From an optimization exercise on the open Yosys and OpenROAD flow, aimed at small area, a short achievable clock period and few clock cycles per item; shortcuts taken in it are not production practice. The RTL was checked by simulation tests, not by an equivalence proof against the original design.

File: design/flow/run.sh
#!/bin/bash
# synth_recipe.tcl (not shown) runs the flow's synth.tcl, then flattens the netlist and writes it again
# the make line also repeats each setting of config.mk as NAME=value (left out here)
make -C /OpenROAD-flow-scripts/flow DESIGN_CONFIG=/design/flow/config.mk WORK_HOME=/design/flow/orfs CLKGATE_MAP_FILE= SYNTH_SCRIPT=/design/flow/synth_recipe.tcl finish
File: design/flow/config.mk
export PLATFORM = sky130hd
export DESIGN_NAME = dither_core
export DESIGN_NICKNAME = dither_core
export VERILOG_FILES = /design/flow/design.v
export SDC_FILE = /design/flow/constraint.sdc
export NUM_CORES = 4
export LEC_CHECK = 0
export CAP_MARGIN = 20
export CORE_MARGIN = 2
export CORE_UTILIZATION = 40
export SLEW_MARGIN = 20
File: design/flow/design.v
module dither_core #(
    parameter ACC_CELLS = 24
) (
    input  wire        clk,
    input  wire        rst,           
    input  wire        start,
    input  wire [1:0]  mode,
    input  wire [3:0]  fmt,
    input  wire [15:0] org_x,
    input  wire [15:0] org_y,
    input  wire [15:0] tile_w,
    input  wire [15:0] tile_h,
    output wire        busy,
    input  wire        pix_valid,
    output wire        pix_ready,
    input  wire [7:0]  pix_b0,
    input  wire [7:0]  pix_b1,
    output reg         out_valid,
    input  wire        out_ready,
    output reg         out_dark
);
    function [7:0] expand2(input [1:0] c);
        reg [9:0] t;
        begin
            t = c * 10'd255 + 10'd1;
            expand2 = t / 10'd3;
        end
    endfunction
    function [7:0] expand3(input [2:0] c);
        reg [10:0] t;
        begin
            t = c * 11'd255 + 11'd3;
            expand3 = t / 11'd7;
        end
    endfunction
    function [7:0] expand5(input [4:0] c);
        reg [12:0] t;
        begin
            t = c * 13'd255 + 13'd15;
            expand5 = t / 13'd31;
        end
    endfunction
    function [7:0] expand6(input [5:0] c);
        reg [13:0] t;
        begin
            t = c * 14'd255 + 14'd31;
            expand6 = t / 14'd63;
        end
    endfunction
    function [7:0] weigh(input [7:0] r, input [7:0] g, input [7:0] b);
        reg [15:0] s;
        begin
            s = 16'd77 * r + 16'd150 * g + 16'd29 * b;
            weigh = s[15:8];
        end
    endfunction
    function [7:0] luma(input [3:0] f, input [7:0] b0, input [7:0] b1);
        reg [15:0] v;
        begin
            v = {b1, b0};
            case (f)
                4'd1:    luma = weigh(expand3(b0[7:5]), expand3(b0[4:2]), expand2(b0[1:0]));
                4'd2:    luma = weigh(expand5(v[15:11]), expand6(v[10:5]), expand5(v[4:0]));
                default: luma = b0;    
            endcase
        end
    endfunction
    function [5:0] bayer(input [2:0] row, input [2:0] col);
        reg [47:0] r;
        begin
            case (row)
                3'd0: r = {6'd42, 6'd10, 6'd34, 6'd2,  6'd40, 6'd8,  6'd32, 6'd0 };
                3'd1: r = {6'd26, 6'd58, 6'd18, 6'd50, 6'd24, 6'd56, 6'd16, 6'd48};
                3'd2: r = {6'd38, 6'd6,  6'd46, 6'd14, 6'd36, 6'd4,  6'd44, 6'd12};
                3'd3: r = {6'd22, 6'd54, 6'd30, 6'd62, 6'd20, 6'd52, 6'd28, 6'd60};
                3'd4: r = {6'd41, 6'd9,  6'd33, 6'd1,  6'd43, 6'd11, 6'd35, 6'd3 };
                3'd5: r = {6'd25, 6'd57, 6'd17, 6'd49, 6'd27, 6'd59, 6'd19, 6'd51};
                3'd6: r = {6'd37, 6'd5,  6'd45, 6'd13, 6'd39, 6'd7,  6'd47, 6'd15};
                default: r = {6'd21, 6'd53, 6'd29, 6'd61, 6'd23, 6'd55, 6'd31, 6'd63};
            endcase
            bayer = r[col*6 +: 6];
        end
    endfunction
    function [2:0] kcode(input st, input integer dy, input integer dx);
        begin
            kcode = 3'd0;
            if (st) begin
                if (dy == 0 && dx == 1) kcode = 3'd1;
                if (dy == 0 && dx == 2) kcode = 3'd2;
                if (dy == 1) kcode = (dx == 0) ? 3'd1 : (dx == 1 || dx == -1) ? 3'd2 : 3'd3;
                if (dy == 2) kcode = (dx == 0) ? 3'd2 : (dx == 1 || dx == -1) ? 3'd3 : 3'd4;
            end else begin
                if (dy == 0 && dx == 1)  kcode = 3'd5;
                if (dy == 1 && dx == -1) kcode = 3'd1;
                if (dy == 1 && dx == 0)  kcode = 3'd6;
                if (dy == 1 && dx == 1)  kcode = 3'd7;
            end
        end
    endfunction
    function [2:0] wcode(input st, input narrow, input [2:0] w, input [1:0] c,
                         input c1, input c2, input m1, input m2, input integer p);
        integer dy, dx, ww, cc;
        reg ok;
        begin
            wcode = 3'd0;
            if (narrow) begin
                for (ww = 1; ww <= 4; ww = ww + 1)
                    for (cc = 0; cc < ww; cc = cc + 1)
                        if (w == ww && c == cc) begin
                            ok = 1'b0;
                            for (dy = 0; dy < 3; dy = dy + 1) begin
                                dx = p + 1 - dy * ww;
                                if (!ok && ((dy == 0 && dx >= 1 && dx <= 2) ||
                                            (dy > 0 && dx >= -2 && dx <= 2)) &&
                                    cc + dx >= 0 && cc + dx <= ww - 1) begin
                                    ok = 1'b1;
                                    wcode = kcode(st, dy, dx);
                                end
                            end
                        end
            end else begin
                if (p < 2) begin
                    dy = 0; dx = p + 1;
                end else if (p < 7) begin
                    dy = 1; dx = p - 4;
                end else begin
                    dy = 2; dx = p - 9;
                end
                ok = (dx == -2) ? c2 : (dx == -1) ? c1 : (dx == 1) ? m1 : (dx == 2) ? m2 : 1'b1;
                if (ok)
                    wcode = kcode(st, dy, dx);
            end
        end
    endfunction
    reg        busy_r;
    reg        prdy_r;
    reg        in_v;             
    reg [7:0]  b0_r, b1_r;
    reg [1:0]  mode_r;
    reg [3:0]  fmt_r;
    reg [15:0] w_r;
    reg [15:0] colrem;           
    reg [15:0] rowrem;           
    reg [1:0]  cs;               
    reg [2:0]  xb, x0b, yb;
    reg        row0;             
    reg        done_p;           
    reg        v1, v2, d1, d2;   
    assign busy      = busy_r;
    assign pix_ready = prdy_r;
    wire take = pix_valid && prdy_r;
    wire [1:0] algo = (mode_r[1] && (w_r > (mode_r[0] ? 16'd20 : 16'd22))) ? 2'd0 : mode_r;
    wire       ed   = algo[1];
    wire       st   = algo[0];
    wire [7:0] L   = luma(fmt_r, b0_r, b1_r);
    wire [7:0] thr = {bayer(yb, xb), 2'b10};
    reg  signed [7:0] H0, H1, XW0, XW1, XW2;
    reg  signed [6:0] XW3, XW4;
    reg  signed [5:0] YW0, YW1, YW2;
    reg  signed [4:0] YW3;
    reg  signed [2:0] YW4;
    reg  [8*17-1:0] D1;              
    reg  [6*15-1:0] D2;              
    wire signed [9:0] s = $signed({2'b00, L}) + H0;
    wire [7:0] cor = s[9] ? 8'd0 : s[8] ? 8'd255 : s[7:0];
    wire ed_dark = !cor[7];
    wire signed [8:0] e = cor[7] ? $signed({1'b0, cor}) - 9'sd255 : $signed({1'b0, cor});
    wire signed [10:0] e3 = e * 3;
    wire signed [11:0] e5 = e * 5;
    wire signed [11:0] e7 = e * 7;
    wire signed [7:0] k1 = e3 >>> 4;
    wire signed [7:0] k2 = e3 >>> 5;
    wire signed [7:0] k3 = e3 >>> 6;
    wire signed [7:0] k4 = e >>> 5;
    wire signed [7:0] k5 = e7 >>> 4;
    wire signed [7:0] k6 = e5 >>> 4;
    wire signed [7:0] k7 = e >>> 4;
    reg dark;
    always @* begin
        case (algo)
            2'd0: dark = !L[7];
            2'd1: dark = L < thr;
            default: dark = ed_dark;
        endcase
    end
    wire rowend = (colrem == 16'd1);
    wire m1     = !rowend;               
    wire m2     = (colrem > 16'd2);      
    wire c1     = (cs != 2'd0);          
    wire c2     = cs[1];                 
    wire narrow = (w_r < 16'd5);
    wire short  = (w_r < 16'd6);         
    function [7:0] pick(input [2:0] code, input [7:0] a1, input [7:0] a2,
                        input [7:0] a3, input [7:0] a4, input [7:0] a5,
                        input [7:0] a6, input [7:0] a7);
        begin
            case (code)
                3'd1: pick = a1;
                3'd2: pick = a2;
                3'd3: pick = a3;
                3'd4: pick = a4;
                3'd5: pick = a5;
                3'd6: pick = a6;
                3'd7: pick = a7;
                default: pick = 8'd0;
            endcase
        end
    endfunction
    wire [8*12-1:0] kc;
    genvar g;
    generate
        for (g = 0; g < 12; g = g + 1) begin : slot
            assign kc[8*g +: 8] = pick(wcode(st, narrow, w_r[2:0], cs, c1, c2, m1, m2, g),
                                      k1, k2, k3, k4, k5, k6, k7);
        end
    endgenerate
    wire [4:0] tap = w_r[4:0] - 5'd6;
    wire fresh = row0 && m2;
    wire signed [7:0] d1t = fresh ? 8'sd0 : $signed(D1[8*tap +: 8]);
    wire signed [5:0] d2t = (fresh || !st) ? 6'sd0 : $signed(D2[6*tap +: 6]);
    wire signed [7:0] src1 = short ? XW0 : d1t;
    wire signed [6:0] src2 = short ? YW0 : d2t;
    wire drain = out_valid && out_ready;
    wire [1:0] cnt  = {1'b0, out_valid} + {1'b0, v1} + {1'b0, v2};
    wire [1:0] cntn = cnt + {1'b0, in_v} - {1'b0, drain};
    wire X0 = rowend && (rowrem == 16'd1);
    wire X1 = (rowrem == 16'd1 && colrem == 16'd2) || (w_r == 16'd1 && rowrem == 16'd2);
    wire done_n = done_p || (in_v && X0);
    wire avail = in_v ? (take ? (!X0 && !X1) : !X0)
                      : (take ? (!done_p && !X0) : !done_p);
    wire busy_n = !(done_n && cntn == 2'd0);
    wire cap_ok = ({1'b0, cntn} + {2'b00, take}) <= 3'd2;
    wire s0v = drain ? v1 : out_valid;
    wire s0d = drain ? d1 : out_dark;
    wire s1v = drain ? v2 : v1;
    wire s1d = drain ? d2 : d1;
    wire s2v = drain ? 1'b0 : v2;
    always @(posedge clk) begin
        if (rst) begin
            busy_r    <= 1'b0;
            prdy_r    <= 1'b0;
            in_v      <= 1'b0;
            out_valid <= 1'b0;
            v1        <= 1'b0;
            v2        <= 1'b0;
        end else if (!busy_r) begin
            busy_r <= start;
            prdy_r <= start && (tile_w != 16'd0) && (tile_h != 16'd0);
            in_v   <= 1'b0;
        end else begin
            busy_r <= busy_n;
            prdy_r <= busy_n && avail && cap_ok;
            in_v   <= take;
            out_valid <= s0v || (in_v && !s0v);
            v1        <= s1v || (in_v && s0v && !s1v);
            v2        <= s2v || (in_v && s0v && s1v);
        end
        b0_r <= pix_b0;
        b1_r <= pix_b1;
        out_dark <= (in_v && !s0v) ? dark : s0d;
        d1       <= (in_v && s0v && !s1v) ? dark : s1d;
        d2       <= (in_v && s0v && s1v) ? dark : d2;
        if (!busy_r) begin
            mode_r <= mode;
            fmt_r  <= fmt;
            w_r    <= tile_w;
            colrem <= tile_w;
            rowrem <= tile_h;
            cs     <= 2'd0;
            xb     <= org_x[2:0];
            x0b    <= org_x[2:0];
            yb     <= org_y[2:0];
            row0   <= 1'b1;
            done_p <= (tile_w == 16'd0) || (tile_h == 16'd0);
            H0  <= 0; H1  <= 0;
            XW0 <= 0; XW1 <= 0; XW2 <= 0; XW3 <= 0; XW4 <= 0;
            YW0 <= 0; YW1 <= 0; YW2 <= 0; YW3 <= 0; YW4 <= 0;
        end else if (in_v) begin
            colrem <= rowend ? w_r : colrem - 16'd1;
            if (rowend)
                rowrem <= rowrem - 16'd1;
            cs     <= rowend ? 2'd0 : (cs == 2'd3) ? 2'd3 : cs + 2'd1;
            xb     <= rowend ? x0b : xb + 3'd1;
            yb     <= yb + {2'b00, rowend};
            row0   <= row0 && !rowend;
            done_p <= done_n;
            if (ed) begin
                H0  <= H1  + $signed(kc[0 +: 8]);
                H1  <= src1 + $signed(kc[8 +: 8]);
                XW0 <= XW1 + $signed(kc[16 +: 8]);
                XW1 <= XW2 + $signed(kc[24 +: 8]);
                XW2 <= XW3 + $signed(kc[32 +: 8]);
                XW3 <= XW4 + $signed(kc[40 +: 8]);
                XW4 <= src2 + $signed(kc[48 +: 8]);
                YW0 <= YW1 + $signed(kc[56 +: 8]);
                YW1 <= YW2 + $signed(kc[64 +: 8]);
                YW2 <= YW3 + $signed(kc[72 +: 8]);
                YW3 <= YW4 + $signed(kc[80 +: 8]);
                YW4 <= $signed(kc[88 +: 8]);
                D1 <= {D1[8*16-1:0], XW0};
                D2 <= {D2[6*14-1:0], YW0};
            end
        end
    end
endmodule
File: design/flow/constraint.sdc
create_clock -name core_clock -period 35.0 [get_ports {clk}]
set_input_delay 7.0000 -clock core_clock [delete_from_list [all_inputs] [get_ports {clk}]]
set_output_delay 7.0000 -clock core_clock [all_outputs]
set_load 0.01 [all_outputs]
==> out/results.tsv <==
stage	metric	value	unit
synthesis	synthesized area	40300	um^2
cts	clock slew at reported path FFs	60	ps
placed_design	dpl hpwl	74700	um
cts	hold-fix buffers at CTS	0	
hold_path	Hold Crit Depth	0	
cts	clock sinks	398	
sta	total negative slack	0	ps
setup_path	cell at the slowest stage of the critical path	fa_1	
synthesis	unique cell type count in the Yosys netlist	157	
final_layout	multi-input logic area	27200	um^2
synthesis	post-synth net total	5009	
grt	GR Util met2	0.306	
sta	Slew headroom	0.199	
placed_design	RePlAce Congestion	0.887	
route	initial drt markers	2013	
floorplan	FP Rows	116	
setup_path	critical path class	reg -> reg	
grt	grt met1 use	0.272	
grt	Most Crowded Layer GR	met2	
final_layout	Final Non-Filler Cells	5700	
floorplan	Core ar.	100000	um^2
cts	CTS H-Tree Depth	2	
final_layout	layout cells sized above 1	0.0925	
sta	# setup viols final	0	
synthesis	Post-synth EDFFs	293	
synthesis	top cells by count, synth	inv_1, ha_1, nor2_1	
final_layout	Reg area	10900	um^2
sta	Max Fclk	38.2	MHz
setup_path	most frequent CP cell	a21oi_1	
synthesis	Yosys reg bits	398	
sta	final hold violations	0	
final_layout	P&R area growth vs syn	9.41	%
sta	unrepaired setup endpoints after global routing	false	
setup_path	crit path DAT	26730	ps
synthesis	Post-synth top flop	edfxtp_1	
route	average wire per standard cell	17.4	um
cts	clk buf depth	3	
route	ANT nets after route	0	
final_layout	number of fill cells	9629	
route	Pre-antenna DRT Iters	6	
synthesis	top cells by area, synth	edfxtp_1, ha_1, fa_1, dfxtp_1, xnor2_1	
hold_path	hold crit path type	reg -> reg	
floorplan	DIE HEIGHT	322	um
setup_path	Max stage delay on crit path	800	ps
final_layout	Nets	5025	
route	routed vias	32100	
cts	Setup Buffers After CTS	0	
floorplan	I/O Pins	95	
grt	global-route usage over all layers	0.190	
cts	post-CTS sizing	0	
cts	clk latency of the worst-skew pair	620	ps
synthesis	area leader, netlist	edfxtp_1	
setup_path	launch instance of the worst register-to-register path	b0_r[7]	
cts	Clock Tree Root	clkbuf_16	
floorplan	Die Footprint	103000	um^2
setup_path	r2r endpoint	XW2[7]	
synthesis	fraction of registers with async set or reset after synthesis	0	
cts	CTS Buf Count	46	
placed_design	Port Buffer Count	68	
setup_path	crit-path max FO	13	
sta	Final period util	0.748	
sta	Worst-Margin Slew	1200	ps
grt	GR Util met3	0.0296	
job	Max Cap Viol	0	
setup_path	Critical Path RT	35550	ps
synthesis	Avg Synthesized Cell Area	9.28	um^2
setup_path	flop2flop setup slack	8820	ps
route	Routed WL	99200	um
setup_path	Crit. End Element	flip-flop	
route	Remaining DRCs	0	
floorplan	Starting Density	0.403	
grt	global-route wire length before repair	163000	um
cts	TritonCTS clock tree	yes	
synthesis	cells after synthesis	4348	
grt	vias in the first global route	31000	
route	Vias/cell	5.64	
synthesis	sequential fraction of the synthesis area	0.270	
placed_design	dpl cells	5614	
sta	final hold slack	430	ps
hold_path	Hold EP	D1[46]	
sta	post-layout min period	26180	ps
synthesis	YS warnings	1	
grt	global route overflow	0	
grt	initial antenna violation count	5	
setup_path	Critical Path Start Type	flip-flop	
sta	clk_skew	45.7	ps
sta	Final Slew Violations	0	
grt	pin count of the biggest net entering global routing	183	
synthesis	count leader, synth	inv_1	
floorplan	Die Width	322	um
setup_path	worst r2r path cells	93	
run_status	status	timing/DRC/antenna clean	
hold_path	Worst Hold Launch	D1[38]	
synthesis	Yosys top cell area share	0.218	
-- metrics by stage --
stage	cell area [um^2]	setup slack (ps)	util
4_1_cts	44100	8770	0.441
2_1_floorplan	40300	13270	-
3_3_place_gp	42400	9060	0.424
3_5_place_dp	42400	8900	0.424
5_1_grt	44100	6640	0.441
6_report	44100	8820	0.441
-- worst max path at each step --
stage	from	endpoint	slack, ps	depth (start not counted)
floorplan	b0_r[7]	H1[7]	13270	98
global placement	b0_r[7]	XW2[7]	9060	93
detailed placement	b0_r[7]	XW2[7]	8900	93
CTS	b0_r[7]	XW2[7]	8770	93
global route	b0_r[7]	XW2[7]	6640	98
finish	b0_r[7]	XW2[7]	8820	93
-- sequential cells by signal, summed over array words and instances, names as in the netlist, 4 cells and up --
register,count
rowrem,16
b0_r,8
H1,8
w_r,16
XW4,7
XW0,8
YW2,6
XW3,7
YW0,6
b1_r,8
H0,8
D1,136
XW1,8
fmt_r,4
D2,90
XW2,8
YW1,6
YW3,5
colrem,16
-- layer usage --
metal	up-vias	wire, um
li1	15800	-
met1	15500	47800
met2	684	44700
met3	114	5200
met4	10	1440
met5	-	72
-- logic make-up (layout without fill, tap and decap cells) --
group	after synthesis	count (layout)	share of synthesized area
adders and majority gates	574	574	0.208
xor gates and xnor gates	287	287	0.0634
buffers and inverters	576	629	0.0562
muxes	144	144	0.0553
and+or+nand+nor	1216	1216	0.147
AOI/OAI and AO/OA	1153	1153	0.200
other	0	1	0
DFF	398	398	0.270
-- critical path, delay by kind of cell, from the launching register on --
kind / cells / cell delay [ps]
AOI/OAI and AO/OA: 39 / 9640
adders and majority gates: 20 / 8210
and+or+nand+nor: 15 / 3870
xor gates and xnor gates: 7 / 2610
buffers and inverters: 12 / 1010
DFF: 1 / 760
-- area by class of cell --
class	count	share of cell area
Inverter	427	0.0364
Clock buffer	56	0.0288
Timing Repair Buffer	117	0.0240
Multi-Input combinational cell	3374	0.617
Antenna cell	1	0.0000567
Clock inverter	29	0.00978
Tap cell	1298	0.0368
Sequential cell	398	0.247
-- cell usage in the layout, fill, tap and decap left out, drive strengths merged, types with 30 or more instances in the layout --
cell           synthesis  final
buf                   43     49
o21bai                35     35
clkbuf               106     56
o22ai                 38     38
xnor2                199    199
nand4                 30     30
fa                   160    160
mux2i                 54     54
nor3                  99     99
edfxtp               293    293
nor4                  35     35
o21ai                230    230
and3                  31     31
nand2                342    342
xor2                  88     88
and2                  32     32
inv                  427    432
mux4                  58     58
o211ai                40     40
mux2                  32     32
dfxtp                105    105
nor2                 366    366
a21oi                322    322
a21o                  81     81
a31oi                 43     43
clkdlybuf4s50          0     68
a211oi                58     58
or3                   36     36
nand3                 85     85
ha                   410    410
or2                   37     37
Testbench counts, summed over its fixed seeds: cycles 28,780, pixels 27,820.

## static timing again, ports no longer ideal
Ports are ideal in the flow. The routed layout listed here was re-timed in OpenROAD.
Step 1 (the two cells are an assumption about what drives the block):
set clk [get_ports {clk}]
set_driving_cell -lib_cell sky130_fd_sc_hd__clkbuf_16 $clk
set_driving_cell -lib_cell sky130_fd_sc_hd__buf_2 [delete_from_list [all_inputs] $clk]
Step 2 adds t to the input delays and takes it off the output delays; t is the mean of the earliest and latest rising clock arrival at the registers after step 1. Input paths then give back, and output paths get back, about the clock's delay inside the block.
Three values: no drivers, after step 1, after step 2; two values: the first two.
shift t [ns]: 0.656
setup slack, ns: 8.818 / 8.818 / 8.818
worst register clock-pin slew, ns: 0.07 / 0.07
pins driven straight from the clock port: 1
After both steps this run still meets setup and hold. The setup slack of this run moves by 0.000 ns with the drivers and by 0.000 ns with both steps.
